Source: an optimization exercise on an open RTL-to-GDS flow (aim: small area, a short achievable clock period and few clock cycles). Production flows keep margins and buffers that such runs may drop.
At most, simulation tests tie the RTL to the original design; equivalence was not proved.
For runs 1 to 4, only the layout was checked, not whether the RTL still works.
Power is estimated from default activity; no workload was simulated.

$ cat design/flow/standard.sh
#!/bin/bash
# synth_recipe.tcl (not shown) runs the flow's synth.tcl, then flattens the netlist and writes it again
# the make line also repeats each setting of config.mk as NAME=value (left out here)
make -C /OpenROAD-flow-scripts/flow DESIGN_CONFIG=/design/flow/config.mk WORK_HOME=/design/flow/orfs CLKGATE_MAP_FILE= SYNTH_SCRIPT=/design/flow/synth_recipe.tcl "${@:-finish}"
$ cat design/flow/design.v
module toy_lic_tce (
    input  wire        clk,
    input  wire        rst,           
    input  wire        lic_ready,     
    input  wire        cmd_valid,
    output wire        cmd_ready,
    input  wire [31:0] cmd_word,
    input  wire [31:0] cmd_arg,
    output reg         done,
    output reg  [3:0]  status,
    output reg  [31:0] res,
    output reg         fault,
    output reg  [1:0]  cal_state,
    output wire        bus_req,
    output wire        bus_we,
    output wire [1:0]  bus_space,
    output wire [15:0] bus_addr,
    output wire [31:0] bus_wdata,
    input  wire        bus_ack,
    input  wire [31:0] bus_rdata
);
    localparam integer D  = 4;               
    localparam integer ND = (32 + D - 1) / D;
    localparam [1:0] SP_MMIO = 2'd0, SP_PORT = 2'd1, SP_LOG = 2'd2;
    localparam [3:0] ST_OK = 4'd0, ST_ILLEGAL = 4'd1, ST_NOT_READY = 4'd2,
                     ST_UNCAL = 4'd3, ST_SEQ = 4'd4, ST_CAL_FAILED = 4'd5,
                     ST_RANGE = 4'd6;
    localparam [1:0] UNCAL = 2'd0, CAL_OK = 2'd1, CAL_FAILED = 2'd2;
    localparam [4:0]
        S_IDLE  = 5'd0,
        S_C_LVT = 5'd1,  S_C_TDCR = 5'd2,  S_C_TICR = 5'd3,  S_C_RDSC = 5'd4,
        S_C_WRSC = 5'd5, S_C_MODE = 5'd6,  S_C_CNTLO = 5'd7, S_C_CNTHI = 5'd8,
        S_C_POLL = 5'd9, S_C_RDCUR = 5'd10, S_C_DIV = 5'd11, S_C_STOP = 5'd12,
        S_C_RDSC2 = 5'd13, S_C_WRSC2 = 5'd14, S_C_LOG = 5'd15,
        S_T_STOP = 5'd16, S_T_WSEL = 5'd17, S_T_SEL = 5'd18, S_T_LVT = 5'd19,
        S_T_WCNT = 5'd20, S_T_TICR = 5'd21, S_P_STOP = 5'd22;
    reg [4:0]  state;
    reg        rdy;
    reg        b_req, b_we;
    reg [1:0]  b_space;
    reg [9:0]  b_addr;
    reg        w_iv, w_cnt, w_c;     
    reg [7:0]  cw;                   
    reg        cw17;
    reg        zr;                   
    reg [31:0] iv;           
    reg        periodic;
    reg [25:0] tq;           
    reg [6:0]  tr;           
    reg [41:0] acc;          
    reg        ovf;          
    reg [6:0]  rem;
    reg [ND-1:0] dig;        
    reg        first;        
    reg        fin;          
    assign cmd_ready = rdy;
    assign bus_req   = b_req;
    assign bus_we    = b_we;
    assign bus_space = b_space;
    assign bus_addr  = {6'd0, b_addr};
    assign bus_wdata = ({32{w_iv}} & iv) |
                       ({32{w_cnt}} & {acc[34:4], acc[3] | zr}) |
                       ({32{w_c}} & {14'd0, cw17, 9'd0, cw});
    wire is_cal   = (cmd_word == 32'h9000_0000);
    wire is_start = (cmd_word[31:1] == 31'h5000_0000);    
    wire is_stop  = (cmd_word == 32'hB000_0000);
    wire legal    = is_cal | is_start | is_stop;
    reg [3:0] refuse_code;
    always @(*) begin
        if (!legal)                            refuse_code = ST_ILLEGAL;
        else if (!lic_ready)                   refuse_code = ST_NOT_READY;
        else if (is_cal && cal_state != UNCAL) refuse_code = ST_SEQ;
        else if (is_start && cal_state != CAL_OK) refuse_code = ST_UNCAL;
        else                                   refuse_code = ST_OK;
    end
    function [5:0] nbits;        
        input [31:0] v;
        integer n;
        begin
            nbits = 6'd0;
            for (n = 0; n < 32; n = n + 1)
                if (v[n]) nbits = n[5:0] + 6'd1;
        end
    endfunction
    reg [ND-1:0] lead;       
    reg          nz_above;
    integer li;
    always @(*) begin
        nz_above = 1'b0;
        for (li = ND - 1; li >= 0; li = li - 1) begin
            lead[li] = (li == 0) ? ~nz_above : ~nz_above & (cmd_arg[D*li +: D] != {D{1'b0}});
            nz_above = nz_above | (cmd_arg[D*li +: D] != {D{1'b0}});
        end
    end
    wire [2:0] dig_b = {|dig[7:4], dig[7] | dig[6] | dig[3] | dig[2],
                        dig[7] | dig[5] | dig[3] | dig[1]};
    wire [5:0] n_iv  = (a[3] ? 6'd4 : a[2] ? 6'd3 : a[1] ? 6'd2 : a[0] ? 6'd1 : 6'd0) +
                       {1'b0, dig_b, 2'b00};
    wire [5:0] n_res = nbits(res);
    wire [6:0] n_sum = {1'b0, n_iv} + {1'b0, n_res};
    reg        fit_r, big_r;
    wire       fit_sz = first ? (n_sum <= 7'd41) : fit_r;     
    wire       big_sz = first ? (n_sum >= 7'd51) : big_r;     
    wire        run  = ((state == S_T_STOP) | (state == S_T_WSEL) | (state == S_T_SEL) |
                        (state == S_T_LVT) | (state == S_T_WCNT) | (state == S_C_DIV)) & ~fin;
    reg  [D-1:0] a;
    integer ai;
    always @(*) begin
        a = {D{1'b0}};
        for (ai = 0; ai < ND; ai = ai + 1)
            a = a | (iv[D*ai +: D] & {D{dig[ai]}});
    end
    wire        last = dig[0];
    wire [D+7:0] x0 = {1'b0, rem, {D{1'b0}}} + tr * a;
    wire [D:0]   q_e = x0[D+7:7];
    wire [7:0]   r_e = {1'b0, x0[6:0]} + {q_e, 1'b0} + q_e;
    wire         q_c = (r_e >= 8'd125);
    wire [6:0]   rem_n = q_c ? r_e[6:0] + 7'd3 : r_e[6:0];
    localparam integer AW = 43 + D;
    wire [AW-1:0] pr [0:D+1];
    genvar gi;
    generate
        for (gi = 0; gi < D; gi = gi + 1) begin : pp_row
            assign pr[gi] = {{(AW-26){1'b0}}, tq & {26{a[gi]}}} << gi;
        end
    endgenerate
    assign pr[D]     = {1'b0, acc, {D{1'b0}}};
    assign pr[D + 1] = {{(AW-D-1){1'b0}}, q_e};
    wire [AW-1:0] s1 = pr[0] ^ pr[1] ^ pr[2];
    wire [AW-1:0] c1 = ((pr[0] & pr[1]) | (pr[0] & pr[2]) | (pr[1] & pr[2])) << 1;
    wire [AW-1:0] s2 = s1 ^ c1 ^ pr[3];
    wire [AW-1:0] c2 = ((s1 & c1) | (s1 & pr[3]) | (c1 & pr[3])) << 1;
    wire [AW-1:0] s3 = s2 ^ c2 ^ pr[4];
    wire [AW-1:0] c3 = ((s2 & c2) | (s2 & pr[4]) | (c2 & pr[4])) << 1;
    wire [AW-1:0] s4 = s3 ^ c3 ^ pr[5];
    wire [AW-1:0] c4 = (((s3 & c3) | (s3 & pr[5]) | (c3 & pr[5])) << 1) | q_c;
    reg  [AW-1:0] acc_sum, bk_g, bk_p;
    integer bl, bi;
    always @(*) begin
        bk_g = s4 & c4;
        bk_p = s4 ^ c4;
        for (bl = 0; (1 << bl) < AW; bl = bl + 1)                
            for (bi = (2 << bl) - 1; bi < AW; bi = bi + (2 << bl)) begin
                bk_g[bi] = bk_g[bi] | (bk_p[bi] & bk_g[bi - (1 << bl)]);
                bk_p[bi] = bk_p[bi] & bk_p[bi - (1 << bl)];
            end
        for (bl = 4; bl >= 0; bl = bl - 1)                        
            for (bi = 3 * (1 << bl) - 1; bi < AW; bi = bi + (2 << bl)) begin
                bk_g[bi] = bk_g[bi] | (bk_p[bi] & bk_g[bi - (1 << bl)]);
                bk_p[bi] = bk_p[bi] & bk_p[bi - (1 << bl)];
            end
        acc_sum = (s4 ^ c4) ^ {bk_g[AW-2:0], 1'b0};
    end
    wire [3:0] sel_q;            
    assign sel_q[3] = ovf;
    assign sel_q[2:0] = acc[41] ? 3'd7 : acc[40] ? 3'd6 : acc[39] ? 3'd5 :
                        acc[38] ? 3'd4 : acc[37] ? 3'd3 : acc[36] ? 3'd2 :
                        acc[35] ? 3'd1 : 3'd0;
    wire       fits  = (acc[41:35] == 7'd0);
    function [3:0] enc_of;
        input [2:0] k;
        begin
            case (k)
                3'd0: enc_of = 4'hB;
                3'd1: enc_of = 4'h0;
                3'd2: enc_of = 4'h1;
                3'd3: enc_of = 4'h2;
                3'd4: enc_of = 4'h3;
                3'd5: enc_of = 4'h8;
                3'd6: enc_of = 4'h9;
                default: enc_of = 4'hA;
            endcase
        end
    endfunction
    wire        lastnow = run & last;
    wire        rdy_f   = fin | lastnow;
    wire [41:0] acc_f   = fin ? acc : acc_sum[41:0];
    wire        ovf_f   = fin ? ovf : (ovf | (acc_sum[42+D:42] != 0));
    wire [3:0]  sel_f;
    assign sel_f[3] = ovf_f;
    assign sel_f[2:0] = acc_f[41] ? 3'd7 : acc_f[40] ? 3'd6 : acc_f[39] ? 3'd5 :
                        acc_f[38] ? 3'd4 : acc_f[37] ? 3'd3 : acc_f[36] ? 3'd2 :
                        acc_f[35] ? 3'd1 : 3'd0;
    wire        cnt_ok  = fin ? fits : (lastnow & fit_sz);
    wire tzero = (res == 32'd0);
    reg [4:0] nx_state;
    reg       nx_req, nx_we, nx_fin;
    reg [1:0] nx_space;
    reg [9:0] nx_addr;
    reg [3:0] nx_status;
    always @(*) begin
        nx_state = state; nx_req = 1'b1; nx_we = 1'b1; nx_space = SP_MMIO; nx_addr = 10'h380;
        nx_fin = 1'b0; nx_status = ST_OK;
        case (state)
            S_C_LVT:   begin nx_state = S_C_TDCR;  nx_addr = 10'h3E0; end
            S_C_TDCR:  begin nx_state = S_C_TICR;  nx_addr = 10'h380; end
            S_C_TICR:  begin nx_state = S_C_RDSC;  nx_we = 1'b0; nx_space = SP_PORT; nx_addr = 10'h061; end
            S_C_RDSC:  begin nx_state = S_C_WRSC;  nx_space = SP_PORT; nx_addr = 10'h061; end
            S_C_WRSC:  begin nx_state = S_C_MODE;  nx_space = SP_PORT; nx_addr = 10'h043; end
            S_C_MODE:  begin nx_state = S_C_CNTLO; nx_space = SP_PORT; nx_addr = 10'h042; end
            S_C_CNTLO: begin nx_state = S_C_CNTHI; nx_space = SP_PORT; nx_addr = 10'h042; end
            S_C_CNTHI: begin nx_state = S_C_POLL;  nx_we = 1'b0; nx_space = SP_PORT; nx_addr = 10'h061; end
            S_C_POLL:  begin nx_state = S_C_RDCUR; nx_we = 1'b0; nx_addr = 10'h390; end
            S_C_RDCUR: begin nx_state = S_C_DIV;   nx_req = 1'b0; end
            S_C_DIV:   begin nx_state = S_C_STOP;  nx_req = fin; end
            S_C_STOP:  begin nx_state = S_C_RDSC2; nx_we = 1'b0; nx_space = SP_PORT; nx_addr = 10'h061; end
            S_C_RDSC2: begin nx_state = S_C_WRSC2; nx_space = SP_PORT; nx_addr = 10'h061; end
            S_C_WRSC2: begin
                if (tzero) begin nx_state = S_C_LOG; nx_space = SP_LOG; nx_addr = 10'd1; end
                else begin nx_state = S_IDLE; nx_req = 1'b0; nx_fin = 1'b1; end
            end
            S_C_LOG:   begin nx_state = S_IDLE; nx_req = 1'b0; nx_fin = 1'b1; nx_status = ST_CAL_FAILED; end
            S_T_STOP, S_T_WSEL: begin
                nx_state = S_T_SEL; nx_addr = 10'h3E0;
                if (rdy_f) begin
                    if (sel_f[3]) begin nx_space = SP_LOG; nx_addr = 10'd2; end
                end else if (big_sz) begin
                    nx_space = SP_LOG; nx_addr = 10'd2;
                end else if (!fit_sz) begin
                    nx_state = S_T_WSEL; nx_req = 1'b0;
                end
            end
            S_T_SEL: begin
                if (b_space == SP_LOG) begin
                    nx_state = S_IDLE; nx_req = 1'b0; nx_fin = 1'b1; nx_status = ST_RANGE;
                end else begin
                    nx_state = S_T_LVT; nx_addr = 10'h320;
                end
            end
            S_T_LVT, S_T_WCNT: begin
                nx_state = cnt_ok ? S_T_TICR : S_T_WCNT; nx_req = cnt_ok;
            end
            default: begin nx_state = S_IDLE; nx_req = 1'b0; nx_fin = 1'b1; end   
        endcase
    end
    wire ack  = b_req & bus_ack;
    wire step = (ack & ~((state == S_C_POLL) & ~bus_rdata[5])) |
                (~b_req & (state != S_IDLE) & nx_req);
    wire [2:0] k_sel = rdy_f ? sel_f[2:0] : 3'd0;
    always @(posedge clk) begin
        if (state == S_IDLE) begin
            iv       <= cmd_arg;
            periodic <= cmd_word[0];
        end else if (ack) begin
            case (state)
                S_C_TDCR:  iv <= 32'hFFFF_FFFF;
                S_C_RDSC:  iv <= {24'd0, (bus_rdata[7:0] & 8'hFD) | 8'h01};
                S_C_RDCUR: iv <= ~bus_rdata;
                S_C_RDSC2: iv <= {24'd0, bus_rdata[7:0] & 8'hFE};
                default: ;
            endcase
        end
        if (state == S_IDLE || state == S_C_RDCUR) begin
            acc <= 42'd0; ovf <= 1'b0; rem <= 7'd0; first <= 1'b1; fin <= 1'b0;
            dig <= (state == S_IDLE) ? lead : 8'h80;
        end else if (run) begin
            acc <= acc_sum[41:0];
            ovf <= ovf | (acc_sum[42+D:42] != 0);
            rem <= rem_n;
            dig <= dig >> 1;
            first <= 1'b0;
            fin <= last;
            if (first) begin
                fit_r <= (n_sum <= 7'd41);
                big_r <= (n_sum >= 7'd51);
            end
        end else if (fin && !fits && state != S_T_WSEL && state != S_T_STOP) begin
            acc <= acc >> 1;         
        end
        if (state == S_C_LVT) begin
            tq <= 26'd0; tr <= 7'd1;
        end else if (state == S_C_DIV && fin) begin
            tq <= acc[25:0]; tr <= rem;
        end
        if (state == S_IDLE) begin
            w_iv <= 1'b0; w_cnt <= 1'b0; w_c <= ~cmd_word[29];     
            cw <= 8'h31; cw17 <= 1'b0;
        end else if (step) begin
            case (state)
                S_C_LVT:   cw <= 8'h0B;
                S_C_TDCR:  begin w_c <= 1'b0; w_iv <= 1'b1; end
                S_C_WRSC:  begin w_iv <= 1'b0; w_c <= 1'b1; cw <= 8'hB0; end
                S_C_MODE:  cw <= 8'h9C;
                S_C_CNTLO: cw <= 8'h2E;
                S_C_DIV:   w_c <= 1'b0;
                S_C_RDSC2: w_iv <= 1'b1;
                S_C_WRSC2: w_iv <= 1'b0;
                S_T_STOP, S_T_WSEL: begin
                    if (nx_space == SP_LOG) w_iv <= 1'b1;
                    else if (nx_req) begin w_c <= 1'b1; cw <= {4'd0, enc_of(k_sel)}; end
                end
                S_T_SEL:   begin cw <= 8'h30; cw17 <= periodic; end
                S_T_LVT, S_T_WCNT: begin
                    w_c <= 1'b0; w_cnt <= 1'b1; zr <= (acc_f[34:3] == 32'd0);
                end
                default: ;
            endcase
        end
        if (state == S_IDLE) begin
            b_we    <= 1'b1;
            b_space <= SP_MMIO;
            b_addr  <= cmd_word[29] ? 10'h380 : 10'h320;
        end else if (step) begin
            b_we    <= nx_we;
            b_space <= nx_space;
            b_addr  <= nx_addr;
        end
        if (rst) begin
            state     <= S_IDLE;
            rdy       <= 1'b1;
            b_req     <= 1'b0;
            done      <= 1'b0;
            status    <= ST_OK;
            res       <= 32'd0;
            fault     <= 1'b0;
            cal_state <= UNCAL;
        end else if (state == S_IDLE) begin
            done <= 1'b0;
            if (cmd_valid) begin
                status <= refuse_code;
                if (refuse_code != ST_OK) begin
                    fault <= 1'b1;
                    done  <= 1'b1;
                end else begin
                    rdy   <= 1'b0;
                    b_req <= 1'b1;
                    state <= cmd_word[29] ? (cmd_word[28] ? S_P_STOP : S_T_STOP) : S_C_LVT;
                end
            end
        end else begin
            done <= 1'b0;
            if (step) begin
                state  <= nx_state;
                b_req  <= nx_req;
                rdy    <= nx_fin;
                done   <= nx_fin;
                if (nx_fin) status <= nx_status;
                if (state == S_C_RDCUR) res <= ~bus_rdata;
                if (state == S_C_WRSC2) cal_state <= tzero ? CAL_FAILED : CAL_OK;
            end
        end
    end
endmodule
$ cat design/flow/constraint.sdc
create_clock -name core_clock -period 60.0 [get_ports {clk}]
set_input_delay 12.0000 -clock core_clock [delete_from_list [all_inputs] [get_ports {clk}]]
set_output_delay 12.0000 -clock core_clock [all_outputs]
set_load 0.01 [all_outputs]
$ cat design/flow/config.mk
export PLATFORM = sky130hd
export DESIGN_NAME = toy_lic_tce
export DESIGN_NICKNAME = toy_lic_tce
export VERILOG_FILES = /design/flow/design.v
export SDC_FILE = /design/flow/constraint.sdc
export NUM_CORES = 4
export LEC_CHECK = 0
export CAP_MARGIN = 20
export CORE_MARGIN = 2
export CORE_UTILIZATION = 40
export SLEW_MARGIN = 20
$ cat design/flow/flow/run.sh
#!/bin/bash
# Own layout flow: the standard ORFS flow (standard.sh), with the ports
# buffered by buf_2 cells instead of the default delay buffers, and the
# timing repair after CTS and global routing aimed at a setup slack margin
# (the clock period and constraints are the design's; only the repair
# effort changes). Each tool's full output goes to a log in this folder.
set -euo pipefail
MARGIN=45.5
bash standard.sh "SETUP_SLACK_MARGIN=$MARGIN" \
    "BUFFER_PORTS_ARGS=-buffer_cell sky130_fd_sc_hd__buf_2" finish > standard_finish.log 2>&1
==> flow_summary.json, run 1 <==
{
  "worst_pin_slew_ps": 1122,
  "final_nets": 2441,
  "synth_cells": 1984,
  "post-cts-setup-buffers": 0,
  "drive_gt1_share_pct": 14.43,
  "synth_seq_cells": 196,
  "crit_type": "flop to output port",
  "grt_use_total_pct": 23.38,
  "fin_ws_ps": 46020,
  "firstDrtPassIters": 7,
  "drtAntennaViolNets": 0,
  "final_area_sq_um": 18820,
  "final_cell_count_no_fill": 2667,
  "layout_min_cycle_time_ps": 13980,
  "worstRegToRegCells": 44,
  "worstReg2RegEnd": "cw[3]$_SDFFE_PP0P_",
  "power.share.combinational_pct": 51.2,
  "p_sw_share_pct": 47.44,
  "worstHoldPathCells": 2,
  "grt_max_degree": 74,
  "numCtsBuffers": 17,
  "synth.yosys.seq_area_share_pct": 26.46,
  "ir_drop_uv": 36.38,
  "timing.hold.ws_ps": 457.4,
  "fmax_mhz": 71.51,
  "ys_warn_count": 1,
  "slew_headroom_pct": 25.01,
  "arrival_ps": 1980,
  "die_w_um": 208.9,
  "critical_path_required_ps": 48000,
  "worst-path-max-fanout": 21,
  "outcome": "complete, no violations",
  "syn2layout_area_growth_pct": 12.04,
  "avgSynthCellArea_sq_um": 8.466,
  "root_buffer": "clkbuf_16",
  "fin_util_pct": 45.17,
  "switchingPower_uw": 327.2,
  "drt_iter0_drc": 1343,
  "grt_pass1_vias": 14820,
  "antenna_cells": 0,
  "intPower_uw": 362.5,
  "finalClockSkew_ps": 12.91,
  "netlist_top_cells_area": "dfxtp_1 17%, fa_1 13%, edfxtp_1 9.3%, ha_1 8.5%, inv_1 5.0%",
  "async_flop_share_pct": 0,
  "antenna_found_initial": 0,
  "synth-edff-count": 52,
  "cts_tree": "yes",
  "maxCapViolCount": 0,
  "synth_cell_types": 80,
  "core_area_sq_um": 41670,
  "rows": 75,
  "period_share_pct": 23.31,
  "die_y_um": 208.9,
  "worstPathCellList": "buf_4 > a222oi_1 > inv_1 > buf_2",
  "seq_power_share_pct": 30.8,
  "finalSetupViolCount": 0,
  "whs_endpoint": "tr[3]$_SDFFE_PP0P_",
  "p_leak_nw": 8.549,
  "pin_count": 194,
  "synth_top_cell_area_share_pct": 17.16,
  "slowest_delay_ps": 530,
  "min-delay-start": "rem[3]$_SDFFE_PN0P_",
  "drc_errors": 0,
  "numClockSinks": 196,
  "place.gp.congestion": 0.9238,
  "hp-class": "flop to flop",
  "synth_most_common_cell": "inv_1",
  "dpl_worst_slack_ps": 45660,
  "clock_path_buffers": 2,
  "fillCellCount": 4196,
  "setup-tns-final_ps": 0,
  "r2r-start": "dig[6]$_DFFE_PP_",
  "die_area_sq_um": 43650,
  "vias_per_cell": 5.591,
  "rrSetupSlack_ps": 47250,
  "place_area_sq_um": 18210,
  "grt_pass1_wl_um": 81390,
  "startpoint_type": "flop",
  "port_buffers": 184,
  "hold_viol_final": 0,
  "synth_area_sq_um": 16800,
  "routedWlPerCell_um": 18.89,
  "power_density_nw_per_um2": 36.64,
  "rsz0062_at_grt": "false",
  "drv_slew": 0,
  "yosys.area.top_type": "dfxtp_1",
  "critPathCaptureType": "output port",
  "wl_um": 50380,
  "crit_slowest_cell": "a222oi_1",
  "yosys_most_used_dff": "dfxtp_1",
  "synth_common_cells": "225 x inv_1, 209 x nand2_1, 144 x dfxtp_1, 143 x a21oi_1, 141 x nor2_1",
  "p_total_uw": 689.6,
  "hold_buffers": 0,
  "initial_core_util_pct": 40.32,
  "cts.htree.levels": 4,
  "clkPwrFrac_pct": 18.0,
  "clock_latency_ps": 470,
  "hpwlAfterDp_um": 38430,
  "cts_resized": 0,
  "num_vias": 14910,
  "grt_remaining_overflow": 0,
  "cts.clk_slew.worst_paths_ps": 80,
  "dp_cells": 2635
}
[flip-flops by register name, summed over array words and instances (netlist names), 2 cells and up]
| name | count |
|---|---|
| acc | 42 |
| iv | 32 |
| res | 32 |
| tq | 26 |
| dig | 8 |
| b_addr | 7 |
| cw | 7 |
| rem | 7 |
| tr | 7 |
| state | 5 |
| status | 3 |
| b_space | 2 |
| cal_state | 2 |
[critical path: cells and delay by family (launching register included)]
family                 cells  cell delay (ps)
AO/OA/AOI/OAI              1              530
buffers and inverters      3              520
flip-flops                 1              460
[layout by cell type (no fill, tap or decap), types with 52 or more instances in the layout]
cell        n
nand2_1   209
a21oi_1   143
nor2_1    138
ha_1      114
edfxtp_1   52
dfxtp_1   144
inv_1     225
fa_1      111
o21ai_0    73
buf_2     184
and2_1    108
[logic make-up after synthesis]
group / after synthesis / share of synthesized area [%]
xor+xnor: 47 / 2.451
simple gates: 680 / 20.43
flops: 196 / 26.46
fa+ha+maj: 225 / 21.72
compound gates: 440 / 17.32
mux: 60 / 3.821
buf+inv: 335 / 7.776
other cells: 1 / 0.02232
[worst max path at each step]
stage | from | to | slack [ps] | depth (start not counted)
floorplan | bus_ack | iv[0]$_DFFE_PP_ | 45940 | 4
global placement | bus_rdata[5] | res[14]$_SDFFE_PP0P_ | 45750 | 7
detailed placement | bus_rdata[5] | res[21]$_SDFFE_PP0P_ | 45660 | 7
CTS | w_cnt$_SDFFE_PP0P_ | bus_wdata[2] | 45910 | 4
global route | w_cnt$_SDFFE_PP0P_ | bus_wdata[2] | 45900 | 4
finish | w_cnt$_SDFFE_PP0P_ | bus_wdata[2] | 46020 | 4
[layout make-up]
cell class | instances | area [sq um] | share of cell area (%)
tap | 539 | 674.4 | 3.583
inverter | 226 | 848.3 | 4.507
sequential | 196 | 4444 | 23.61
timing repair buffer | 213 | 1142 | 6.070
multi-input combinational | 1461 | 11100 | 58.97
clock inverter | 15 | 187.7 | 0.9972
clock buffer | 17 | 425.4 | 2.260
[layer usage]
layer / part of all wire, % / vias up / GRT usage, %
met3: 5.8 / 82 / 3.427
met4: 2.5 / 0 / 7.094
met5: 0 / - / 0
met2: 48 / 529 / 39.45
met1: 44 / 7211 / 31.02
li1: - / 7090 / -
[power by group through the flow]
| stage | clock network (mW) | logic [mW] | registers [mW] |
|---|---|---|---|
| 6_report | 0.124 | 0.353 | 0.212 |
| 5_1_grt | 0.130 | 0.390 | 0.215 |
| 4_1_cts | 0.126 | 0.353 | 0.212 |
| 3_5_place_dp | 0 | 0.351 | 0.215 |
| 3_3_place_gp | 0 | 0.345 | 0.215 |
| 2_1_floorplan | 0 | 0.243 | 0.197 |
==> run 2: changes to the inputs <==
--- a/design/flow/design.v
+++ b/design/flow/design.v
@@ -242,5 +242,5 @@
             iv       <= cmd_arg;
             periodic <= cmd_word[0];
-        end else if (ack) begin
+        end else begin
             case (state)
                 S_C_TDCR:  iv <= 32'hFFFF_FFFF;
@@ -330,4 +330,5 @@
         end else begin
             done <= 1'b0;
+            if (state == S_C_RDCUR) res <= ~bus_rdata;
             if (step) begin
                 state  <= nx_state;
@@ -336,5 +337,4 @@
                 done   <= nx_fin;
                 if (nx_fin) status <= nx_status;
-                if (state == S_C_RDCUR) res <= ~bus_rdata;
                 if (state == S_C_WRSC2) cal_state <= tzero ? CAL_FAILED : CAL_OK;
             end
==> flow_summary.json, run 2 <==
{
  "grt_max_degree": 62,
  "r2r-start": "dig[0]$_DFFE_PP_",
  "ir_drop_uv": 20.52,
  "worst_pin_slew_ps": 1014,
  "worstHoldPathCells": 2,
  "synth_top_family_by_area": "adder cells",
  "synth_seq_cells": 196,
  "place.gp.congestion": 0.9214,
  "finalSetupViolCount": 0,
  "worstRegToRegCells": 50,
  "antenna_cells": 0,
  "outcome": "complete, no violations",
  "synth_cells": 1963,
  "post-cts-setup-buffers": 0,
  "cts_resized": 0,
  "arrival_ps": 1800,
  "cts_tree": "yes",
  "synth_top_cell_area_share_pct": 17.66,
  "drtAntennaViolNets": 0,
  "drc_errors": 0,
  "synth-simple-area-share_pct": 20.15,
  "hold_viol_final": 0,
  "synth-edff-count": 52,
  "p_leak_nw": 8.252,
  "period_share_pct": 22.99,
  "synth_most_common_cell": "nand2_1",
  "yosys.area.top_type": "dfxtp_1",
  "hpwlAfterDp_um": 37150,
  "startpoint_type": "flop",
  "min-delay-start": "rem[5]$_SDFFE_PN0P_",
  "die_w_um": 206.0,
  "clock_latency_ps": 460,
  "cp-startpoint": "w_cnt$_SDFFE_PP0P_",
  "slew_headroom_pct": 32.23,
  "whs_endpoint": "tr[5]$_SDFFE_PP0P_",
  "layout_min_cycle_time_ps": 13800,
  "drt_iter0_drc": 1054,
  "synth_common_cells": "222 x nand2_1, 221 x inv_1, 182 x nor2_1, 179 x a21oi_1, 144 x dfxtp_1",
  "synth_cell_types": 80,
  "synthXorXnorAreaFrac_pct": 2.683,
  "synth.yosys.seq_area_share_pct": 27.23,
  "die_area_sq_um": 42430,
  "num_vias": 14660,
  "final_nets": 2415,
  "initial_core_util_pct": 40.80,
  "wl_um": 48850,
  "final_common_cell": "nand2_1",
  "power_density_nw_per_um2": 15.29,
  "finalClockSkew_ps": 11.85,
  "hold_buffers": 0,
  "netlist_top_cells_area": "dfxtp_1 18%, fa_1 14%, edfxtp_1 9.6%, ha_1 8.7%, a21oi_1 5.5%",
  "mostFrequentLayoutCells": "222 x nand2_1, 221 x inv_1, 184 x buf_2, 180 x nor2_1, 177 x a21oi_1",
  "grt_remaining_overflow": 0,
  "root_buffer": "clkbuf_16",
  "synth_compound_area_share_pct": 17.88,
  "critPathCaptureType": "output port",
  "drv_slew": 0,
  "worstReg2RegEnd": "cw[3]$_SDFFE_PP0P_",
  "drive_gt1_share_pct": 12.51,
  "rows": 73,
  "async_flop_share_pct": 0,
  "grt_pass1_vias": 14520,
  "setup-tns-final_ps": 0,
  "die_y_um": 206.0,
  "rsz0062_at_grt": "false",
  "ys_warn_count": 1,
  "largest_reg_flops": 42,
  "largestRegisters": "acc: 42 flops, iv: 32 flops, res: 32 flops",
  "syn2layout_area_growth_pct": 11.90,
  "port_buffers": 184,
  "grt_use_total_pct": 23.62,
  "core_area_sq_um": 40010,
  "cts.htree.levels": 4,
  "avgSynthCellArea_sq_um": 8.314,
  "rrSetupSlack_ps": 48170,
  "vias_per_cell": 5.582,
  "numCtsBuffers": 17,
  "crit_type": "flop to output port",
  "synth.area.mux_share_pct": 1.786,
  "synth-adder-area-share_pct": 22.36,
  "firstDrtPassIters": 6,
  "clock_path_buffers": 2,
  "hp-class": "flop to flop",
  "yosys_most_used_dff": "dfxtp_1",
  "top_register": "acc",
  "cts.clk_slew.worst_paths_ps": 80,
  "pin_count": 194,
  "timing.hold.ws_ps": 459.1,
  "critical_path_required_ps": 48000,
  "worst-path-max-fanout": 33,
  "synth_area_sq_um": 16320,
  "maxCapViolCount": 0,
  "grt_pass1_wl_um": 78750,
  "antenna_found_initial": 0,
  "routedWlPerCell_um": 18.59,
  "fmax_mhz": 72.49,
  "numClockSinks": 196
}
==> run 2: changes by cell type after synthesis, moves of 11 or more <==
cell	previous run	this run
a21oi_1	143	179
and3_1	22	11
clkbuf_1	93	76
mux2_2	29	0
nand2_1	209	222
nor2_1	141	182
nor2b_1	35	19
o21ai_0	73	45
==> run 2: metrics by stage <==
| stage | setup slack [ps] | utilization, % | cells | area [sq um] | power (mW) |
|---|---|---|---|---|---|
| 2_1_floorplan | 46380 | - | 1971 | 16350 | 0.1539 |
| 3_3_place_gp | 45620 | 44.15 | 2595 | 17660 | 0.1632 |
| 3_5_place_dp | 45560 | 44.15 | 2595 | 17660 | 0.1638 |
| 4_1_cts | 46020 | 45.62 | 2627 | 18250 | 0.2812 |
| 5_1_grt | 46060 | 45.65 | 2627 | 18260 | 0.2888 |
| 6_report | 46200 | 45.65 | 2627 | 18260 | 0.2793 |
==> run 2: area by class of cell <==
type,count,area [sq um]
multi-input combinational,1449,10670
inverter,221,829.5
sequential,196,4447
timing repair buffer,204,1071
fill,3996,21740
clock inverter,15,160.2
tap,525,656.9
clock buffer,17,425.4
==> run 2: worst max-delay path, stage by stage, from the launching register on <==
cell and delay (ps):
dfxtp_2 530, a222oi_1 580, inv_1 80, buf_2 150
==> run 2: kinds of logic after synthesis <==
group / Yosys count
AO/OA/AOI/OAI: 447
XOR/XNOR: 50
adder cells (fa/ha/maj): 225
buffers and inverters: 326
flip-flops: 196
multiplexers: 29
other: 1
AND/OR/NAND/NOR: 689
==> run 2: per-layer routing <==
layer / global-route usage (%) / wire length (um) / up-vias
met5: 0 / 0 / -
met1: 31.62 / 21540 / 7120
li1: - / - / 6952
met4: 7.321 / 1187 / 0
met3: 3.500 / 2956 / 73
met2: 39.30 / 23170 / 519
==> run 2: how the worst max path moves through the flow <==
stage | endpoint | slack [ps]
after floorplan | state[3]$_SDFFE_PP0P_ | 46380
after global placement | state[3]$_SDFFE_PP0P_ | 45620
after detailed placement | state[2]$_SDFFE_PP0P_ | 45560
after CTS | state[2]$_SDFFE_PP0P_ | 46020
after global routing | state[3]$_SDFFE_PP0P_ | 46060
final | bus_wdata[1] | 46200
==> run 2: where the power goes <==
group	total [mW]	leakage (nW)	switching, mW	internal [mW]
combinational	0.0212	6.25	0.0127	0.00849
sequential	0.139	1.72	0.00227	0.137
clock	0.119	0.282	0.0594	0.0593
==> run 3: changes to the inputs <==
--- a/design/flow/design.v
+++ b/design/flow/design.v
@@ -51,5 +51,5 @@
     reg        ovf;          
     reg [6:0]  rem;
-    reg [ND-1:0] dig;        
+    reg [2:0]  dig;          
     reg        first;        
     reg        fin;          
@@ -62,8 +62,14 @@
                        ({32{w_cnt}} & {acc[34:4], acc[3] | zr}) |
                        ({32{w_c}} & {14'd0, cw17, 9'd0, cw});
-    wire is_cal   = (cmd_word == 32'h9000_0000);
-    wire is_start = (cmd_word[31:1] == 31'h5000_0000);    
-    wire is_stop  = (cmd_word == 32'hB000_0000);
-    wire legal    = is_cal | is_start | is_stop;
+    wire mid_z    = ~|cmd_word[27:1];
+    wire top9     = (cmd_word[31:28] == 4'h9);
+    wire topA     = (cmd_word[31:28] == 4'hA);
+    wire topB     = (cmd_word[31:28] == 4'hB);
+    wire is_cal   = mid_z & top9 & ~cmd_word[0];
+    wire is_start = mid_z & topA;
+    wire legal    = mid_z & (topA | ((top9 | topB) & ~cmd_word[0]));
+    wire go_ok    = mid_z & lic_ready &
+                    ((topA & (cal_state == CAL_OK)) | (topB & ~cmd_word[0]) |
+                     (top9 & ~cmd_word[0] & (cal_state == UNCAL)));
     reg [3:0] refuse_code;
     always @(*) begin
@@ -83,18 +89,13 @@
         end
     endfunction
-    reg [ND-1:0] lead;       
-    reg          nz_above;
+    reg [2:0] lead;
     integer li;
     always @(*) begin
-        nz_above = 1'b0;
-        for (li = ND - 1; li >= 0; li = li - 1) begin
-            lead[li] = (li == 0) ? ~nz_above : ~nz_above & (cmd_arg[D*li +: D] != {D{1'b0}});
-            nz_above = nz_above | (cmd_arg[D*li +: D] != {D{1'b0}});
-        end
+        lead = 3'd0;
+        for (li = 1; li < ND; li = li + 1)
+            if (cmd_arg[D*li +: D] != {D{1'b0}}) lead = li[2:0];
     end
-    wire [2:0] dig_b = {|dig[7:4], dig[7] | dig[6] | dig[3] | dig[2],
-                        dig[7] | dig[5] | dig[3] | dig[1]};
     wire [5:0] n_iv  = (a[3] ? 6'd4 : a[2] ? 6'd3 : a[1] ? 6'd2 : a[0] ? 6'd1 : 6'd0) +
-                       {1'b0, dig_b, 2'b00};
+                       {1'b0, dig, 2'b00};
     wire [5:0] n_res = nbits(res);
     wire [6:0] n_sum = {1'b0, n_iv} + {1'b0, n_res};
@@ -104,12 +105,7 @@
     wire        run  = ((state == S_T_STOP) | (state == S_T_WSEL) | (state == S_T_SEL) |
                         (state == S_T_LVT) | (state == S_T_WCNT) | (state == S_C_DIV)) & ~fin;
-    reg  [D-1:0] a;
-    integer ai;
-    always @(*) begin
-        a = {D{1'b0}};
-        for (ai = 0; ai < ND; ai = ai + 1)
-            a = a | (iv[D*ai +: D] & {D{dig[ai]}});
-    end
-    wire        last = dig[0];
+    wire [2:0]  d    = dig;
+    wire [D-1:0] a   = iv[D*d +: D];
+    wire        last = (d == 3'd0);
     wire [D+7:0] x0 = {1'b0, rem, {D{1'b0}}} + tr * a;
     wire [D:0]   q_e = x0[D+7:7];
@@ -201,5 +197,9 @@
             S_C_CNTLO: begin nx_state = S_C_CNTHI; nx_space = SP_PORT; nx_addr = 10'h042; end
             S_C_CNTHI: begin nx_state = S_C_POLL;  nx_we = 1'b0; nx_space = SP_PORT; nx_addr = 10'h061; end
-            S_C_POLL:  begin nx_state = S_C_RDCUR; nx_we = 1'b0; nx_addr = 10'h390; end
+            S_C_POLL:  begin    
+                nx_we = 1'b0;
+                if (bus_rdata[5]) begin nx_state = S_C_RDCUR; nx_addr = 10'h390; end
+                else begin nx_space = SP_PORT; nx_addr = 10'h061; end
+            end
             S_C_RDCUR: begin nx_state = S_C_DIV;   nx_req = 1'b0; end
             S_C_DIV:   begin nx_state = S_C_STOP;  nx_req = fin; end
@@ -235,5 +235,5 @@
     end
     wire ack  = b_req & bus_ack;
-    wire step = (ack & ~((state == S_C_POLL) & ~bus_rdata[5])) |
+    wire step = ack |
                 (~b_req & (state != S_IDLE) & nx_req);
     wire [2:0] k_sel = rdy_f ? sel_f[2:0] : 3'd0;
@@ -253,10 +253,10 @@
         if (state == S_IDLE || state == S_C_RDCUR) begin
             acc <= 42'd0; ovf <= 1'b0; rem <= 7'd0; first <= 1'b1; fin <= 1'b0;
-            dig <= (state == S_IDLE) ? lead : 8'h80;
+            dig <= (state == S_IDLE) ? lead : 3'd7;
         end else if (run) begin
             acc <= acc_sum[41:0];
             ovf <= ovf | (acc_sum[42+D:42] != 0);
             rem <= rem_n;
-            dig <= dig >> 1;
+            dig <= d - 3'd1;
             first <= 1'b0;
             fin <= last;
@@ -319,5 +319,5 @@
             if (cmd_valid) begin
                 status <= refuse_code;
-                if (refuse_code != ST_OK) begin
+                if (!go_ok) begin
                     fault <= 1'b1;
                     done  <= 1'b1;
==> flow_summary.json, run 3 <==
{
  "outcome": "complete, no violations",
  "fillCellCount": 3886,
  "synth_area_sq_um": 15950,
  "slowest_delay_ps": 730,
  "largest_reg_flops": 42,
  "cts_resized": 0,
  "dpl_worst_slack_ps": 45910,
  "critPathCaptureType": "output port",
  "drtAntennaViolNets": 0,
  "cts.htree.levels": 4,
  "die_w_um": 203.7,
  "pin_count": 194,
  "drc_errors": 0,
  "port_buffers": 184,
  "hpwlAfterDp_um": 36010,
  "hp-class": "flop to flop",
  "numClockSinks": 191,
  "finalClockSkew_ps": 16.47,
  "worstHoldPathCells": 2,
  "grt_max_degree": 62,
  "root_buffer": "clkbuf_16",
  "avgSynthCellArea_sq_um": 8.642,
  "die_y_um": 203.7,
  "startpoint_type": "flop",
  "grt_use_total_pct": 23.13,
  "post-cts-setup-buffers": 0,
  "routedWlPerCell_um": 18.85,
  "antenna_cells": 0,
  "initial_core_util_pct": 40.34,
  "core_area_sq_um": 39550,
  "top_register": "acc",
  "synth_common_cells": "191 x nor2_1, 189 x a21oi_1, 180 x nand2_1, 149 x nor2b_1, 144 x dfxtp_1",
  "synth_most_common_cell": "nor2_1",
  "critical_path_required_ps": 48000,
  "p_total_uw": 270.5,
  "place.gp.congestion": 0.9130,
  "largestRegisters": "acc: 42 flops, iv: 32 flops, res: 32 flops",
  "worst-path-max-fanout": 33,
  "period_share_pct": 22.88,
  "layout_min_cycle_time_ps": 13730,
  "synth_cells": 1846,
  "hold_buffers": 0,
  "setup-tns-final_ps": 0,
  "synth.yosys.seq_area_share_pct": 26.92,
  "drt_iter0_drc": 1086,
  "p_leak_nw": 8.067,
  "synth-edff-count": 47,
  "num_vias": 14070,
  "mostFrequentLayoutCells": "190 x nor2_1, 187 x a21oi_1, 184 x buf_2, 180 x nand2_1, 149 x nor2b_1",
  "fmax_mhz": 72.84,
  "die_area_sq_um": 41500,
  "synth_cell_types": 91,
  "ys_warn_count": 1,
  "hold_viol_final": 0,
  "clock_latency_ps": 450,
  "synth_seq_cells": 191,
  "antenna_found_initial": 0,
  "cts_tree": "yes",
  "critPathBufInv": 1,
  "rrSetupSlack_ps": 46440,
  "final_common_cell": "nor2_1",
  "worst_pin_slew_ps": 1047,
  "worstRegToRegCells": 50,
  "ir_drop_uv": 17.22,
  "maxCapViolCount": 0,
  "worstPathCellList": "o21ai_0 > nand2_1 > buf_2",
  "async_flop_share_pct": 0,
  "rows": 73,
  "whs_endpoint": "fault$_SDFFE_PP0P_",
  "multi_input_area_sq_um": 10840,
  "grt_pass1_vias": 14190,
  "synth_top_cell_area_share_pct": 18.07,
  "wl_um": 47340,
  "grt_remaining_overflow": 0,
  "rsz0062_at_grt": "false",
  "netlist_top_cells_area": "dfxtp_1 18%, fa_1 14%, ha_1 9.1%, edfxtp_1 8.8%, a21oi_1 5.9%",
  "min-delay-start": "fault$_SDFFE_PP0P_",
  "yosys.area.top_type": "dfxtp_1",
  "clock_path_buffers": 2,
  "r2r-start": "dig[0]$_DFFE_PP_",
  "vias_per_cell": 5.604,
  "power_density_nw_per_um2": 15.06,
  "firstDrtPassIters": 7,
  "crit_type": "flop to output port",
  "cts.clk_slew.worst_paths_ps": 80,
  "regArea_sq_um": 4297,
  "worstReg2RegEnd": "cw[3]$_SDFFE_PP0P_",
  "grt_pass1_wl_um": 76670,
  "numCtsBuffers": 17,
  "fin_ws_ps": 46270,
  "drive_gt1_share_pct": 14.55,
  "finalSetupViolCount": 0,
  "yosys_most_used_dff": "dfxtp_1",
  "drv_slew": 0,
  "crit_slowest_cell": "dfxtp_2",
  "syn2layout_area_growth_pct": 12.57,
  "final_nets": 2301,
  "path_delay_family": "flip-flops",
  "slew_headroom_pct": 29.54,
  "arrival_ps": 1730
}
## run 3: worst max path at each step
stage	start	end	slack, ps	depth (start not counted)
floorplan	cmd_word[29]	state[4]$_SDFFE_PP0P_	46270	10
global placement	cmd_word[3]	state[3]$_SDFFE_PP0P_	45970	10
detailed placement	cmd_word[4]	state[3]$_SDFFE_PP0P_	45910	10
CTS	w_cnt$_SDFFE_PP0P_	bus_wdata[0]	45840	3
global route	dig[0]$_DFFE_PP_	cw[3]$_SDFFE_PP0P_	45600	50
finish	w_cnt$_SDFFE_PP0P_	bus_wdata[0]	46270	3
## run 3: routing by layer
| metal | global-route usage (%) | vias up | share of wire (%) | wire [um] |
|---|---|---|---|---|
| met5 | 0 | - | 0 | 0 |
| met4 | 6.152 | 0 | 1.8 | 854 |
| met3 | 3.579 | 61 | 5.6 | 2664 |
| met2 | 38.91 | 462 | 48 | 22730 |
| met1 | 30.91 | 6884 | 45 | 21090 |
| li1 | - | 6664 | - | - |
## run 3: kinds of logic after synthesis
logic type	count (synthesis)	share of synthesized area [%]
xor+xnor	51	2.800
flops	191	26.92
compound gates	429	17.30
other cells	1	0.02351
buf+inv	231	5.772
fa+ha+maj	227	23.03
mux	40	3.168
simple gates	676	20.99
## run 3: power by group
group	internal (mW)	switching, mW	leakage, nW
Combinational	0.00575	0.00864	6.11
Sequential	0.133	0.00131	1.65
Clock	0.0606	0.0611	0.302
Total	0.199	0.0711	8.07
## run 3: worst register-to-register path: cells and delay by family (launching register included)
family,cells,cell delay (ps)
simple gates,7,1790
compound gates,18,4370
xor+xnor,3,590
mux,3,860
fa+ha+maj,11,3640
flops,1,800
buf+inv,8,1370
## run 3: metrics by stage
step | area (sq um) | std cells | hold WS, ps | utilization, %
3_3_place_gp | 17330 | 2479 | 435.7 | 43.81
4_1_cts | 17950 | 2511 | 458.7 | 45.39
3_5_place_dp | 17330 | 2479 | 447.4 | 43.83
6_report | 17960 | 2511 | 456.0 | 45.41
5_1_grt | 17960 | 2511 | 488.0 | 45.41
2_1_floorplan | 15980 | 1854 | 431.9 | -
## run 3: layout make-up
type	count	share of cell area (%)
clock buffer	17	2.369
clock inverter	15	1.059
inverter	127	2.654
multi-input combinational	1432	60.37
sequential	191	23.92
tap	525	3.658
timing repair buffer	204	5.964
==> run 4: changes to the inputs <==
--- a/design/flow/flow/run.sh
+++ b/design/flow/flow/run.sh
@@ -6,5 +6,5 @@
 # effort changes). Each tool's full output goes to a log in this folder.
 set -euo pipefail
-MARGIN=45.5
+MARGIN=46.3
 bash standard.sh "SETUP_SLACK_MARGIN=$MARGIN" \
     "BUFFER_PORTS_ARGS=-buffer_cell sky130_fd_sc_hd__buf_2" finish > standard_finish.log 2>&1
==> flow_summary.json, run 4 <==
{
  "fillCellCount": 3870,
  "p_total_uw": 272.4,
  "outcome": "complete, no violations",
  "largestRegisters": "acc: 42 flops, iv: 32 flops, res: 32 flops",
  "initial_core_util_pct": 40.34,
  "final_cell_count_no_fill": 2516,
  "fin_ws_ps": 46400,
  "critPathBufInv": 2,
  "power.share.combinational_pct": 5.4,
  "synth-edff-count": 47,
  "seq_power_share_pct": 49.2,
  "num_vias": 13980,
  "synth_area_sq_um": 15950,
  "clkPwrFrac_pct": 45.4,
  "root_buffer": "clkbuf_16",
  "grt_remaining_overflow": 0,
  "top_register": "acc",
  "startpoint_type": "flop",
  "antenna_cells": 0,
  "synth_cell_types": 91,
  "clock_path_buffers": 2,
  "p_sw_share_pct": 25.46,
  "die_w_um": 203.7,
  "path_delay_family": "flip-flops",
  "netlist_top_cells_area": "dfxtp_1 18%, fa_1 14%, ha_1 9.1%, edfxtp_1 8.8%, a21oi_1 5.9%",
  "synth_seq_cells": 191,
  "synth_top_cell_area_share_pct": 18.07,
  "crit_slowest_cell": "edfxtp_1",
  "multi_input_area_sq_um": 10850,
  "antenna_found_initial": 0,
  "synth.area.mux_share_pct": 3.168,
  "switchingPower_uw": 69.37,
  "timing.hold.ws_ps": 446.7,
  "setup-tns-final_ps": 0,
  "rows": 73,
  "finalSetupViolCount": 0,
  "drv_slew": 0,
  "clock_latency_ps": 450,
  "ys_warn_count": 1,
  "regArea_sq_um": 4298,
  "crit_type": "flop to output port",
  "dp_cells": 2480,
  "yosys_most_used_dff": "dfxtp_1",
  "mostFrequentLayoutCells": "190 x nor2_1, 186 x a21oi_1, 184 x buf_2, 180 x nand2_1, 149 x nor2b_1",
  "fin_util_pct": 45.56,
  "synth-adder-area-share_pct": 23.03,
  "pin_count": 194,
  "async_flop_share_pct": 0,
  "fmax_mhz": 73.52,
  "port_buffers": 184,
  "hpwlAfterDp_um": 35810,
  "wl_um": 47200,
  "hp-class": "flop to flop",
  "synth.yosys.seq_area_share_pct": 26.92,
  "final_nets": 2306,
  "grt_use_total_pct": 22.84,
  "worst_pin_slew_ps": 1043,
  "drt_iter0_drc": 1131,
  "critPathCaptureType": "output port",
  "power_density_nw_per_um2": 15.12,
  "grt_pass1_vias": 13870,
  "avgSynthCellArea_sq_um": 8.642,
  "intPower_uw": 203.1,
  "cts_tree": "yes",
  "dpl_worst_slack_ps": 45980,
  "vias_per_cell": 5.556,
  "hold_viol_final": 0,
  "grt_pass1_wl_um": 75430,
  "slowest_delay_ps": 550,
  "period_share_pct": 22.67,
  "synth_most_common_cell": "nor2_1",
  "critical_path_required_ps": 48000,
  "drive_gt1_share_pct": 14.77,
  "largest_reg_flops": 42,
  "routedWlPerCell_um": 18.76,
  "synth_compound_area_share_pct": 17.30,
  "synth_cells": 1846,
  "arrival_ps": 1600,
  "firstDrtPassIters": 6,
  "grt_max_degree": 62,
  "ir_drop_uv": 18.42,
  "numCtsBuffers": 17,
  "place_area_sq_um": 17340,
  "final_common_cell": "nor2_1",
  "layout_min_cycle_time_ps": 13600,
  "synth_common_cells": "191 x nor2_1, 189 x a21oi_1, 180 x nand2_1, 149 x nor2b_1, 144 x dfxtp_1",
  "worst-path-max-fanout": 8,
  "cts.htree.levels": 4,
  "synth_top_family_by_area": "adder cells",
  "numClockSinks": 191,
  "yosys.area.top_type": "dfxtp_1",
  "cts.clk_slew.worst_paths_ps": 80,
  "drc_errors": 0,
  "core_area_sq_um": 39550,
  "finalClockSkew_ps": 16.81,
  "place.gp.congestion": 0.9180,
  "synth-simple-area-share_pct": 20.99,
  "p_leak_nw": 8.123,
  "die_area_sq_um": 41500,
  "maxCapViolCount": 0,
  "syn2layout_area_growth_pct": 12.93,
  "synthXorXnorAreaFrac_pct": 2.800,
  "slew_headroom_pct": 29.81,
  "final_area_sq_um": 18020,
  "die_y_um": 203.7,
  "worstPathCellList": "a222oi_1 > inv_1 > buf_2",
  "drtAntennaViolNets": 0,
  "rsz0062_at_grt": "true"
}
-- run 4: cell types whose count changed in the layout (fill, tap and decap cells not counted), sizes merged --
cell / before / now
clkinv: 12 / 9
inv: 129 / 130
clkbuf: 17 / 18
buf: 204 / 209
bufinv: 1 / 2
-- run 4: layout make-up --
| cell class | count | share of cell area, % |
|---|---|---|
| tap | 525 | 3.646 |
| multi-input combinational | 1432 | 60.24 |
| inverter | 127 | 2.646 |
| sequential | 191 | 23.85 |
| timing repair buffer | 209 | 6.153 |
| clock buffer | 18 | 2.382 |
| clock inverter | 14 | 1.076 |
-- run 4: final timing paths --
path | cells after the start | end | slack [ps] | start
max | 3 | bus_wdata[1] | 46400 | w_c$_DFFE_PP_
min | 2 | fault$_SDFFE_PP0P_ | 450 | fault$_SDFFE_PP0P_
max reg2reg | 48 | cw[3]$_SDFFE_PP0P_ | 47050 | dig[0]$_DFFE_PP_
min reg2reg | 2 | fault$_SDFFE_PP0P_ | 450 | fault$_SDFFE_PP0P_
-- run 4: logic make-up after synthesis --
kind of cell	Yosys count
other cells	1
fa+ha+maj	227
xor+xnor	51
compound gates	429
buf+inv	231
mux	40
simple gates	676
flops	191
-- run 4: worst register-to-register path, delay by kind of cell (launching register included) --
kind	cells	cell delay [ps]
buffers and inverters	9	1490
AOI/OAI and AO/OA	17	4290
adders and majority gates	11	3800
muxes	3	760
xor gates and xnor gates	2	530
and+or+nand+nor	6	1600
DFF	1	360
-- run 4: metal layers --
layer	part of all wire [%]	global-route usage (%)	routed length, um	vias up
met5	0	0	0	-
met4	2.3	6.986	1062	0
met3	6.1	3.755	2880	81
met2	47	37.22	22330	483
met1	44	31.03	20930	6743
li1	-	-	-	6672
-- run 4: timing repair --
item / 4_1_cts / 5_1_grt
setup endpoints to repair: 32 / 24
resized for setup: 1 / 4
hold buffers: 0 / 0
pin swaps: 0 / 1
setup buffers: 0 / 4
-- run 4: power groups by stage --
stage               registers [mW]  clock network, mW  logic (mW)
global route                 0.134              0.130      0.0158
global placement             0.137                  0      0.0141
detailed placement           0.137                  0      0.0143
CTS                          0.134              0.125      0.0143
finish                       0.134              0.124      0.0146
floorplan                    0.137                  0     0.00745
==> run 5: changes to the inputs <==
--- a/design/flow/design.v
+++ b/design/flow/design.v
@@ -20,5 +20,5 @@
     input  wire [31:0] bus_rdata
 );
-    localparam integer D  = 4;               
+    localparam integer D  = 3;               
     localparam integer ND = (32 + D - 1) / D;
     localparam [1:0] SP_MMIO = 2'd0, SP_PORT = 2'd1, SP_LOG = 2'd2;
@@ -51,5 +51,5 @@
     reg        ovf;          
     reg [6:0]  rem;
-    reg [2:0]  dig;          
+    reg [3:0]  dig;          
     reg        first;        
     reg        fin;          
@@ -89,13 +89,13 @@
         end
     endfunction
-    reg [2:0] lead;
+    reg [3:0] lead;
+    wire [D*ND-1:0] argp = cmd_arg;
     integer li;
     always @(*) begin
-        lead = 3'd0;
+        lead = 4'd0;
         for (li = 1; li < ND; li = li + 1)
-            if (cmd_arg[D*li +: D] != {D{1'b0}}) lead = li[2:0];
+            if (argp[D*li +: D] != {D{1'b0}}) lead = li[3:0];
     end
-    wire [5:0] n_iv  = (a[3] ? 6'd4 : a[2] ? 6'd3 : a[1] ? 6'd2 : a[0] ? 6'd1 : 6'd0) +
-                       {1'b0, dig, 2'b00};
+    wire [5:0] n_iv  = (a[2] ? 6'd3 : a[1] ? 6'd2 : a[0] ? 6'd1 : 6'd0) + dig * 6'd3;
     wire [5:0] n_res = nbits(res);
     wire [6:0] n_sum = {1'b0, n_iv} + {1'b0, n_res};
@@ -105,7 +105,8 @@
     wire        run  = ((state == S_T_STOP) | (state == S_T_WSEL) | (state == S_T_SEL) |
                         (state == S_T_LVT) | (state == S_T_WCNT) | (state == S_C_DIV)) & ~fin;
-    wire [2:0]  d    = dig;
-    wire [D-1:0] a   = iv[D*d +: D];
-    wire        last = (d == 3'd0);
+    wire [3:0]  d    = dig;
+    wire [D*ND-1:0] ivp = iv;
+    wire [D-1:0] a   = ivp[D*d +: D];
+    wire        last = (d == 4'd0);
     wire [D+7:0] x0 = {1'b0, rem, {D{1'b0}}} + tr * a;
     wire [D:0]   q_e = x0[D+7:7];
@@ -127,8 +128,6 @@
     wire [AW-1:0] s2 = s1 ^ c1 ^ pr[3];
     wire [AW-1:0] c2 = ((s1 & c1) | (s1 & pr[3]) | (c1 & pr[3])) << 1;
-    wire [AW-1:0] s3 = s2 ^ c2 ^ pr[4];
-    wire [AW-1:0] c3 = ((s2 & c2) | (s2 & pr[4]) | (c2 & pr[4])) << 1;
-    wire [AW-1:0] s4 = s3 ^ c3 ^ pr[5];
-    wire [AW-1:0] c4 = (((s3 & c3) | (s3 & pr[5]) | (c3 & pr[5])) << 1) | q_c;
+    wire [AW-1:0] s4 = s2 ^ c2 ^ pr[4];
+    wire [AW-1:0] c4 = (((s2 & c2) | (s2 & pr[4]) | (c2 & pr[4])) << 1) | q_c;
     reg  [AW-1:0] acc_sum, bk_g, bk_p;
     integer bl, bi;
@@ -253,10 +252,10 @@
         if (state == S_IDLE || state == S_C_RDCUR) begin
             acc <= 42'd0; ovf <= 1'b0; rem <= 7'd0; first <= 1'b1; fin <= 1'b0;
-            dig <= (state == S_IDLE) ? lead : 3'd7;
+            dig <= (state == S_IDLE) ? lead : ND - 1;
         end else if (run) begin
             acc <= acc_sum[41:0];
             ovf <= ovf | (acc_sum[42+D:42] != 0);
             rem <= rem_n;
-            dig <= d - 3'd1;
+            dig <= d - 4'd1;
             first <= 1'b0;
             fin <= last;
--- a/design/flow/flow/run.sh
+++ b/design/flow/flow/run.sh
@@ -6,5 +6,5 @@
 # effort changes). Each tool's full output goes to a log in this folder.
 set -euo pipefail
-MARGIN=46.3
+MARGIN=45.5
 bash standard.sh "SETUP_SLACK_MARGIN=$MARGIN" \
     "BUFFER_PORTS_ARGS=-buffer_cell sky130_fd_sc_hd__buf_2" finish > standard_finish.log 2>&1
==> flow_summary.json, run 5 <==
{
  "critical_path_required_ps": 48000,
  "largest_reg_flops": 42,
  "synth_area_sq_um": 15100,
  "numClockSinks": 192,
  "drc_errors": 0,
  "pin_count": 194,
  "maxCapViolCount": 0,
  "fin_ws_ps": 46220,
  "slowest_delay_ps": 560,
  "timing.hold.ws_ps": 454.8,
  "p_leak_nw": 7.665,
  "routedWlPerCell_um": 18.52,
  "critPathCaptureType": "output port",
  "cp-startpoint": "w_cnt$_SDFFE_PP0P_",
  "clock_latency_ps": 460,
  "yosys_most_used_dff": "dfxtp_1",
  "die_w_um": 198.3,
  "synth_cells": 1771,
  "worst-path-max-fanout": 33,
  "hpwlAfterDp_um": 33790,
  "worstPathCellList": "a222oi_1 > inv_1 > buf_2",
  "finalSetupViolCount": 0,
  "final_common_cell": "nand2_1",
  "vias_per_cell": 5.599,
  "drive_gt1_share_pct": 14.55,
  "die_area_sq_um": 39330,
  "layout_min_cycle_time_ps": 13780,
  "cts.clk_slew.worst_paths_ps": 80,
  "drtAntennaViolNets": 0,
  "crit_type": "flop to output port",
  "syn2layout_area_growth_pct": 13.22,
  "initial_core_util_pct": 40.38,
  "synth_seq_cells": 192,
  "grt_pass1_vias": 13360,
  "drv_slew": 0,
  "port_buffers": 184,
  "rows": 71,
  "slew_headroom_pct": 28.33,
  "largestRegisters": "acc: 42 flops, iv: 32 flops, res: 32 flops",
  "period_share_pct": 22.96,
  "firstDrtPassIters": 6,
  "arrival_ps": 1780,
  "cts_resized": 0,
  "place.gp.congestion": 0.8849,
  "hold_buffers": 0,
  "async_flop_share_pct": 0,
  "dp_cells": 2396,
  "worstRegToRegCells": 50,
  "outcome": "complete, no violations",
  "finalClockSkew_ps": 9.719,
  "synth-edff-count": 48,
  "num_vias": 13590,
  "antenna_found_initial": 0,
  "synth_common_cells": "202 x nand2_1, 174 x a21oi_1, 171 x nor2_1, 144 x dfxtp_1, 111 x inv_1",
  "final_cell_count_no_fill": 2428,
  "drt_iter0_drc": 1188,
  "grt_pass1_wl_um": 72180,
  "grt_max_degree": 63,
  "mostFrequentLayoutCells": "202 x nand2_1, 184 x buf_2, 173 x a21oi_1, 170 x nor2_1, 142 x dfxtp_1",
  "path_delay_family": "compound AO/OA/AOI/OAI gates",
  "synth_cell_types": 91,
  "fin_util_pct": 45.72,
  "hp-class": "flop to flop",
  "place_area_sq_um": 16490,
  "root_buffer": "clkbuf_16",
  "fmax_mhz": 72.59,
  "final_nets": 2196,
  "startpoint_type": "flop",
  "clock_path_buffers": 2,
  "synth.yosys.seq_area_share_pct": 28.63,
  "core_area_sq_um": 37400,
  "r2r-start": "dig[0]$_DFFE_PP_",
  "grt_remaining_overflow": 0,
  "crit_slowest_cell": "a222oi_1",
  "worst_pin_slew_ps": 1075,
  "power_density_nw_per_um2": 16.26,
  "grt_use_total_pct": 23.37,
  "top_register": "acc",
  "synth_top_cell_area_share_pct": 19.09,
  "post-cts-setup-buffers": 0,
  "cts_tree": "yes",
  "netlist_top_cells_area": "dfxtp_1 19%, fa_1 11%, edfxtp_1 9.5%, ha_1 8.9%, a21oi_1 5.8%",
  "cp.depth": 3,
  "dpl_worst_slack_ps": 45870,
  "wl_um": 44980,
  "antenna_cells": 0,
  "hold_viol_final": 0,
  "numCtsBuffers": 17,
  "final_area_sq_um": 17100,
  "synth_most_common_cell": "nand2_1",
  "worstHoldPathCells": 2,
  "ir_drop_uv": 17.54,
  "min-delay-start": "rem[2]$_SDFFE_PN0P_",
  "rsz0062_at_grt": "false",
  "cts.htree.levels": 4,
  "p_total_uw": 278.1,
  "setup-tns-final_ps": 0,
  "critPathBufInv": 2,
  "die_y_um": 198.3,
  "yosys.area.top_type": "dfxtp_1",
  "ys_warn_count": 1,
  "avgSynthCellArea_sq_um": 8.528
}
## run 5: layer usage
| metal | up-vias | track usage, % | share of wire [%] |
|---|---|---|---|
| met5 | - | 0 | 0 |
| met4 | 0 | 6.516 | 2.2 |
| met3 | 64 | 3.679 | 5.2 |
| met2 | 424 | 39.03 | 48 |
| met1 | 6613 | 31.30 | 45 |
| li1 | 6493 | - | - |
## run 5: worst paths after layout
check,to,slack [ps]
worst max register to register,cw[3]$_SDFFE_PP0P_,47580
worst min-delay path,tr[2]$_SDFFE_PP0P_,450
worst max-delay path,bus_wdata[5],46220
worst min register to register,tr[2]$_SDFFE_PP0P_,450
## run 5: area by class of cell
cell class | instances | area [sq um]
well taps | 511 | 639.4
clock buffers | 17 | 425.4
clock inverters | 15 | 186.4
flip-flops and latches | 192 | 4327
repair buffers | 205 | 1079
inverters | 114 | 427.9
multi-input cells | 1374 | 10020
fillers | 3740 | 20300
## run 5: logic make-up after synthesis
family,share of synthesized area [%]
AOI/OAI and AO/OA,19.13
xor gates and xnor gates,2.552
adders and majority gates,19.95
buffers and inverters,5.600
DFF,28.63
muxes,3.488
other,0.02483
and+or+nand+nor,20.63
## run 5: report_power, final
part / switching [mW] / total (mW) / internal [mW]
clock: 0.0615 / 0.118 / 0.0567
combinational: 0.0133 / 0.0235 / 0.0102
sequential: 0.00202 / 0.136 / 0.134
total: 0.0768 / 0.278 / 0.201
## run 5: worst reg2reg max path: cells and delay by family (launching register included)
family,cells,cell delay (ps)
AOI/OAI and AO/OA,19,3780
xor gates and xnor gates,3,750
adders and majority gates,10,3540
buffers and inverters,8,930
DFF,1,830
muxes,2,780
and+or+nand+nor,8,1750
Testbench counts of run 5, summed over its fixed seeds: cycles 28,441.
==> run 6: changes to the inputs <==
--- a/design/flow/flow/run.sh
+++ b/design/flow/flow/run.sh
@@ -6,5 +6,5 @@
 # effort changes). Each tool's full output goes to a log in this folder.
 set -euo pipefail
-MARGIN=45.5
+MARGIN=46.3
 bash standard.sh "SETUP_SLACK_MARGIN=$MARGIN" \
     "BUFFER_PORTS_ARGS=-buffer_cell sky130_fd_sc_hd__buf_2" finish > standard_finish.log 2>&1
==> flow_summary.json, run 6 <==
{
  "outcome": "complete, no violations",
  "root_buffer": "clkbuf_16",
  "setup-tns-final_ps": 0,
  "top_register": "acc",
  "fmax_mhz": 72.69,
  "avgSynthCellArea_sq_um": 8.528,
  "cts.clk_slew.worst_paths_ps": 80,
  "vias_per_cell": 5.634,
  "grt_pass1_wl_um": 71980,
  "drc_errors": 0,
  "finalSetupViolCount": 0,
  "port_buffers": 184,
  "grt_pass1_vias": 13280,
  "ys_warn_count": 1,
  "final_common_cell": "nand2_1",
  "place_area_sq_um": 16480,
  "min-delay-start": "rem[5]$_SDFFE_PN0P_",
  "synth_common_cells": "202 x nand2_1, 174 x a21oi_1, 171 x nor2_1, 144 x dfxtp_1, 111 x inv_1",
  "cts_tree": "yes",
  "synth_cells": 1771,
  "synth_area_sq_um": 15100,
  "worstRegToRegCells": 50,
  "worstReg2RegEnd": "cw[3]$_SDFFE_PP0P_",
  "rsz0062_at_grt": "true",
  "rows": 71,
  "mostFrequentLayoutCells": "201 x nand2_1, 184 x buf_2, 173 x a21oi_1, 169 x nor2_1, 142 x dfxtp_1",
  "drt_iter0_drc": 1080,
  "period_share_pct": 22.93,
  "worstHoldPathCells": 2,
  "die_w_um": 198.3,
  "final_area_sq_um": 17120,
  "ir_drop_uv": 20.11,
  "hold_viol_final": 0,
  "layout_min_cycle_time_ps": 13760,
  "worst-path-max-fanout": 6,
  "fillCellCount": 3682,
  "core_area_sq_um": 37400,
  "largestRegisters": "acc: 42 flops, iv: 32 flops, res: 32 flops",
  "routedWlPerCell_um": 18.53,
  "r2r-start": "dig[0]$_DFFE_PP_",
  "largest_reg_flops": 42,
  "syn2layout_area_growth_pct": 13.35,
  "netlist_top_cells_area": "dfxtp_1 19%, fa_1 11%, edfxtp_1 9.5%, ha_1 8.9%, a21oi_1 5.8%",
  "finalClockSkew_ps": 9.483,
  "hp-class": "flop to flop",
  "synth-edff-count": 48,
  "startpoint_type": "flop",
  "initial_core_util_pct": 40.38,
  "async_flop_share_pct": 0,
  "critPathCaptureType": "output port",
  "dp_cells": 2395,
  "numClockSinks": 192,
  "clock_path_buffers": 2,
  "whs_endpoint": "tr[5]$_SDFFE_PP0P_",
  "drv_slew": 0,
  "critical_path_required_ps": 48000,
  "grt_remaining_overflow": 0,
  "power_density_nw_per_um2": 16.29,
  "die_area_sq_um": 39330,
  "antenna_found_initial": 1,
  "crit_type": "flop to output port",
  "rrSetupSlack_ps": 47500,
  "synth_seq_cells": 192,
  "synth.yosys.seq_area_share_pct": 28.63,
  "drive_gt1_share_pct": 14.65,
  "slew_headroom_pct": 26.67,
  "clock_latency_ps": 460,
  "final_cell_count_no_fill": 2429,
  "drtAntennaViolNets": 0,
  "arrival_ps": 1760,
  "antenna_cells": 0,
  "cp-startpoint": "w_c$_DFFE_PP_",
  "yosys_most_used_dff": "dfxtp_1",
  "final_nets": 2197,
  "synth_top_cell_area_share_pct": 19.09,
  "cts.htree.levels": 4,
  "hpwlAfterDp_um": 33870,
  "yosys.area.top_type": "dfxtp_1",
  "grt_max_degree": 63,
  "grt_use_total_pct": 23.32,
  "worst_pin_slew_ps": 1100,
  "p_leak_nw": 7.668,
  "place.gp.congestion": 0.9178,
  "maxCapViolCount": 0,
  "firstDrtPassIters": 6,
  "wl_um": 45010,
  "die_y_um": 198.3,
  "synth_most_common_cell": "nand2_1",
  "synth_cell_types": 91,
  "num_vias": 13690,
  "pin_count": 194,
  "numCtsBuffers": 17
}
## run 6: final cells by class
| cell class | instances | area [sq um] | area share, % |
|---|---|---|---|
| clock inverter | 15 | 172.7 | 1.009 |
| timing repair buffer | 206 | 1090 | 6.366 |
| tap | 511 | 639.4 | 3.735 |
| inverter | 114 | 427.9 | 2.499 |
| clock buffer | 17 | 425.4 | 2.485 |
| sequential | 192 | 4332 | 25.30 |
| multi-input combinational | 1374 | 10030 | 58.61 |
## run 6: cell families after synthesis
logic type               share of synthesized area [%]
flip-flops                                       28.63
AO/OA/AOI/OAI                                    19.13
multiplexers                                     3.488
other                                          0.02483
buffers and inverters                            5.600
AND/OR/NAND/NOR                                  20.63
adder cells (fa/ha/maj)                          19.95
XOR/XNOR                                         2.552
## run 6: how the worst max path moves through the flow
| stage | slack (ps) | end | cells past startpoint |
|---|---|---|---|
| floorplan | 46300 | state[4]$_SDFFE_PP0P_ | 9 |
| global placement | 46010 | state[4]$_SDFFE_PP0P_ | 10 |
| detailed placement | 45960 | state[4]$_SDFFE_PP0P_ | 10 |
| CTS | 46200 | bus_wdata[5] | 3 |
| global route | 46160 | bus_wdata[5] | 3 |
| finish | 46240 | bus_wdata[5] | 3 |
## run 6: where the power goes
group	leakage, nW	internal [mW]	switching [mW]
Combinational	5.71	0.0102	0.0134
Sequential	1.67	0.134	0.00201
Clock	0.287	0.0596	0.0595
Total	7.67	0.204	0.0749
## run 6: per-layer routing
layer  global-route usage [%]  vias up  routed length [um]
met3                    2.981       71                2536
met5                        0        -                   0
li1                         -     6491                   -
met2                    38.48      459               21190
met1                    31.24     6664               19880
met4                    8.633        0                1402
## run 6: critical path, stage by stage (launching register included)
cell	delay, ps
edfxtp_1	500
a222oi_1	550
inv_1	90
buf_2	160
## run 6: what timing repair did
action / CTS / global route
resized for setup: 4 / 1
pin swaps: 2 / 1
setup endpoints to repair: 32 / 7
hold buffers: 0 / 0
gates cloned: 0 / 0
setup buffers: 1 / 1
## run 6: through the flow
| stage | worst slack, ps | utilization (%) | power (mW) | hold WS [ps] |
|---|---|---|---|---|
| global route | 46160 | 45.78 | 0.2885 | 476.0 |
| CTS | 46200 | 45.71 | 0.2812 | 462.0 |
| detailed placement | 45960 | 44.07 | 0.1629 | 447.9 |
| floorplan | 46300 | - | 0.1531 | 427.9 |
| finish | 46240 | 45.78 | 0.2789 | 455.4 |
| global placement | 46010 | 44.07 | 0.1624 | 443.1 |

==> afterwards: timing with drivers on the ports <==
No port has a modelled driver above. Below, the same layouts with a new extraction and two added sets of constraints.
Step 1: set_driving_cell puts a clkbuf_16 on clk and a buf_2 on each other input, an assumption about the parent block.
Step 2 also shifts input and output timing later by t, the mid clock arrival at the registers, as if the neighbouring blocks saw the same clock.
Three values: ideal, step 1, step 2; two values: the first two.
run	shift t [ns]	setup WS [ns]
run 1	0.516	46.015 / 45.961 / 45.617
run 2	0.505	46.204 / 46.149 / 45.741
run 3	0.500	46.271 / 46.215 / 45.859
run 4	0.493	46.399 / 46.346 / 45.987
run 5	0.506	46.223 / 46.171 / 45.831
run 6	0.506	46.244 / 46.193 / 45.997
After both steps setup and hold are still met in every run listed.
